From an optimization exercise on the open Yosys and OpenROAD flow, aimed at small area, a short achievable clock period and few clock cycles per item; shortcuts taken in it are not production practice.
RTL that was checked went through simulation tests only; none was proved equivalent to the original.

// vrm_alu
module vrm_alu (
    input  wire        clk,
    input  wire        rst,         
    input  wire        in_valid,
    output wire        in_ready,
    input  wire [2:0]  op,          
    input  wire [39:0] tmp,         
    input  wire [39:0] mem,         
    output reg         out_valid,
    output reg  [39:0] res,         
    output reg  [1:0]  status,      
    output reg  [1:0]  cmp          
);
Size: ~1700 cells after synthesis, roughly 94 flip-flops.
clock: 12.0 ns
lec_check: 0
abc_clock_period_in_ps: 6000
cap_margin: 20
core_margin: 2
core_utilization: 40
setup_slack_margin: 4
slew_margin: 20
run.sh (not shown) runs the stock make flow with config.mk's settings and CLKGATE_MAP_FILE= SYNTH_SCRIPT=/design/flow/synth_recipe.tcl, a recipe that flattens the netlist after the stock synthesis.
The baseline finished clean.
Testbench counts at the start, summed over its fixed seeds: cycles 9,050, ops 4,800.
==> next run, changes <==
--- a/flow/config.mk
+++ b/flow/config.mk
@@ -8 +8 @@
-export ABC_CLOCK_PERIOD_IN_PS = 6000
+export ABC_CLOCK_PERIOD_IN_PS = 4000
@@ -12 +12 @@
-export SETUP_SLACK_MARGIN = 4
+export SETUP_SLACK_MARGIN = 5
Effect: Cell area is about the same. Routed wire length is about the same. Global-route usage does not change. Area after synthesis stays the same. Worst setup slack degrades by 0.0035 ns.

== onyx ==
vrm_alu, a different RTL version from the one above (not shown whole).
For scale: roughly 2000 cells after synthesis, ~120 flip-flops, about 130 I/O pins, roughly 15000 sq um of cells after synthesis.
export LEC_CHECK = 0
export CAP_MARGIN = 20
export CORE_MARGIN = 2
export CORE_UTILIZATION = 40
export SLEW_MARGIN = 20
create_clock -name core_clock -period 12.0 [get_ports {clk}]
[inputs] willow vs onyx
--- a/flow/config.mk
+++ b/flow/config.mk
@@ -9,3 +9,5 @@
 export CORE_MARGIN = 2
-export CORE_UTILIZATION = 40
+export CORE_UTILIZATION = 60
+export PLACE_DENSITY = 0.75
+export SETUP_SLACK_MARGIN = 5
 export SLEW_MARGIN = 20
Notes after the runs:
willow ends up with a vias after detailed routing that is 4.4% higher than in onyx. Summary of willow over onyx: first-pass GRT wire length decreased by 4.5 mm relative to the old numbers, post-layout minimum cycle time decreased by 1.43 ns relative to the old numbers, utilization increased by 23 points relative to the old numbers. Die footprint was lower in willow than in onyx. Total met2 wirelength after detailed routing (willow / onyx): 0.933. Relative to onyx, the cell count measured on willow has decreased by a few percent. willow vs. onyx: worst-case setup slack after placement +0.13 ns; design area +about 0.5%.
diff inputs: willow => cedar
==> flow/flow/run.sh (new file) <==
#!/bin/bash
set -euo pipefail
bash standard.sh SETUP_SLACK_MARGIN=7 finish > standard_make.log 2>&1
==> flow/standard.sh (new file) <==
#!/bin/bash
# synth_recipe.tcl (not shown) runs the flow's synth.tcl, then flattens the netlist and writes it again
# the make line also repeats each setting of config.mk as NAME=value (left out here)
make -C /OpenROAD-flow-scripts/flow DESIGN_CONFIG=/design/flow/config.mk WORK_HOME=/design/flow/orfs CLKGATE_MAP_FILE= SYNTH_SCRIPT=/design/flow/synth_recipe.tcl "${@:-finish}"
--- a/flow/config.mk
+++ b/flow/config.mk
@@ -9,5 +9,3 @@
 export CORE_MARGIN = 2
-export CORE_UTILIZATION = 60
-export PLACE_DENSITY = 0.75
-export SETUP_SLACK_MARGIN = 5
+export CORE_UTILIZATION = 40
 export SLEW_MARGIN = 20
removed: flow/run.sh
[summary]
Every stage of the flow completed for cedar, and the final layout passed the timing, DRC and antenna checks. cedar vs willow — number of vias after detailed routing rose 699. Diff willow -> cedar | pin count of the biggest net entering global routing | up by more than 10%. Pin slew with the least headroom to its limit (lower): willow. The total area of sequential cells was comparable across willow and cedar.
No run of this note included a check of the RTL's function; only the layout flow was run.

Another version of the RTL of vrm_alu (not shown whole).
Size: ~2300 cells after synthesis, ~130 I/O pins, ~15000 um^2 of cells after synthesis.
==> flow/design.v (excerpt) <==
module vrm_alu (
    input  wire        clk,
    input  wire        rst,         
    input  wire        in_valid,
    output wire        in_ready,
    input  wire [2:0]  op,          
    input  wire [39:0] tmp,         
    input  wire [39:0] mem,         
    output reg         out_valid,
    output reg  [39:0] res,         
    output reg  [1:0]  status,      
    output reg  [1:0]  cmp          
);
    localparam OP_AD = 3'd0;
    localparam OP_SB = 3'd1;
    localparam OP_ML = 3'd2;
    localparam OP_MD = 3'd3;
    localparam OP_DV = 3'd4;
    localparam OP_CP = 3'd5;
    localparam ST_OK     = 2'd0;
    localparam ST_OVF    = 2'd1;
    localparam ST_NONNUM = 2'd2;
    localparam C_EQUAL = 2'd0;
    localparam C_LESS  = 2'd1;
    localparam C_MORE  = 2'd2;
    function is_digit(input [7:0] ch);
        is_digit = ~ch[7] & ~ch[6] & ch[5] & ch[4] & (~ch[3] | (~ch[2] & ~ch[1]));
    endfunction
    function ge24(input [23:0] a, input [23:0] b);
        integer i, n;
        reg [31:0] l, e;
        begin
            l = 32'd0;
            e = {32{1'b1}};
            for (i = 0; i < 24; i = i + 1) begin
                l[i] = ~a[i] & b[i];
                e[i] = ~(a[i] ^ b[i]);
            end
  ...
==> flow/config.mk <==
export PLATFORM = sky130hd
export DESIGN_NAME = vrm_alu
export DESIGN_NICKNAME = vrm_alu
export VERILOG_FILES = /design/flow/design.v
export SDC_FILE = /design/flow/constraint.sdc
export NUM_CORES = 4
export LEC_CHECK = 0
export ABC_AREA = 1
export CAP_MARGIN = 20
export CORE_MARGIN = 2
export CORE_UTILIZATION = 40
export SLEW_MARGIN = 20
==> flow/constraint.sdc <==
create_clock -name core_clock -period 12.0 [get_ports {clk}]
set_input_delay 2.4000 -clock core_clock [delete_from_list [all_inputs] [get_ports {clk}]]
set_output_delay 2.4000 -clock core_clock [all_outputs]
set_load 0.01 [all_outputs]
standard.sh (not shown) runs the stock make flow with config.mk's settings and CLKGATE_MAP_FILE= SYNTH_SCRIPT=/design/flow/synth_recipe.tcl, a recipe that flattens the netlist after the stock synthesis.
==> flow/flow/run.sh <==
#!/bin/bash
set -euo pipefail
bash standard.sh SETUP_SLACK_MARGIN=6 finish > standard_make.log 2>&1
The first run produced a clean layout.
Testbench counts at the start, summed over its fixed seeds: cycles 8,499, ops 4,800.
Then changed:
==> flow/flow/run.sh (replaced) <==
#!/bin/bash
set -euo pipefail
bash standard.sh SETUP_SLACK_MARGIN=6 "BUFFER_PORTS_ARGS=-buffer_cell sky130_fd_sc_hd__buf_2" finish > standard_make.log 2>&1
After rerunning: The changed run went through all stages and came out clean. Non-clock buffer count goes down by 7. Count of clock-buffer cells in the layout rises by 2. Routed wire length went down by 1.9%.

-- afterwards: timing with drivers on the ports --
No port has a modelled driver above. Below, the same layouts with a new extraction and two added sets of constraints. Step 1 sets driving cells, clkbuf_16 on the clock port and buf_2 on the other inputs (assumed; they add their load-dependent delay and slew). Step 2 adds t to the input delays and takes it off the output delays; t is the mean of the earliest and latest rising clock arrival at the registers after step 1. Input paths then give back, and output paths get back, about the clock's delay inside the block. Slacks: no drivers / after step 1 / after step 2; pairs: no drivers / after step 1.
run	t (ns)	setup slack, ns	hold WS [ns]	slew at the worst register clock pin (ns)	worst data-port slew with drivers (ns)
the first run of note 1	0.413	1.667 / 1.667 / 1.497	0.547 / 0.547 / 0.547	0.08 / 0.08	0.07
the second run of note 1	0.411	1.664 / 1.664 / 1.515	0.551 / 0.551 / 0.551	0.09 / 0.09	0.06
onyx	0.472	3.823 / 3.823 / 3.823	0.346 / 0.346 / 0.346	0.07 / 0.07	0.05
willow	0.474	5.256 / 5.256 / 5.256	0.349 / 0.349 / 0.349	0.08 / 0.08	0.06
cedar	0.472	6.276 / 6.276 / 6.276	0.365 / 0.365 / 0.365	0.08 / 0.08	0.05
the first run of note 3	0.477	6.106 / 6.127 / 5.650	0.342 / 0.342 / 0.342	0.06 / 0.06	0.04
the second run of note 3	0.475	6.296 / 6.296 / 5.876	0.341 / 0.341 / 0.341	0.06 / 0.06	0.04
After both steps every run listed still meets setup and hold. For the first run of note 3, which loses most, drivers alone change the setup slack by +0.021 ns; drivers and shift together by -0.456 ns.
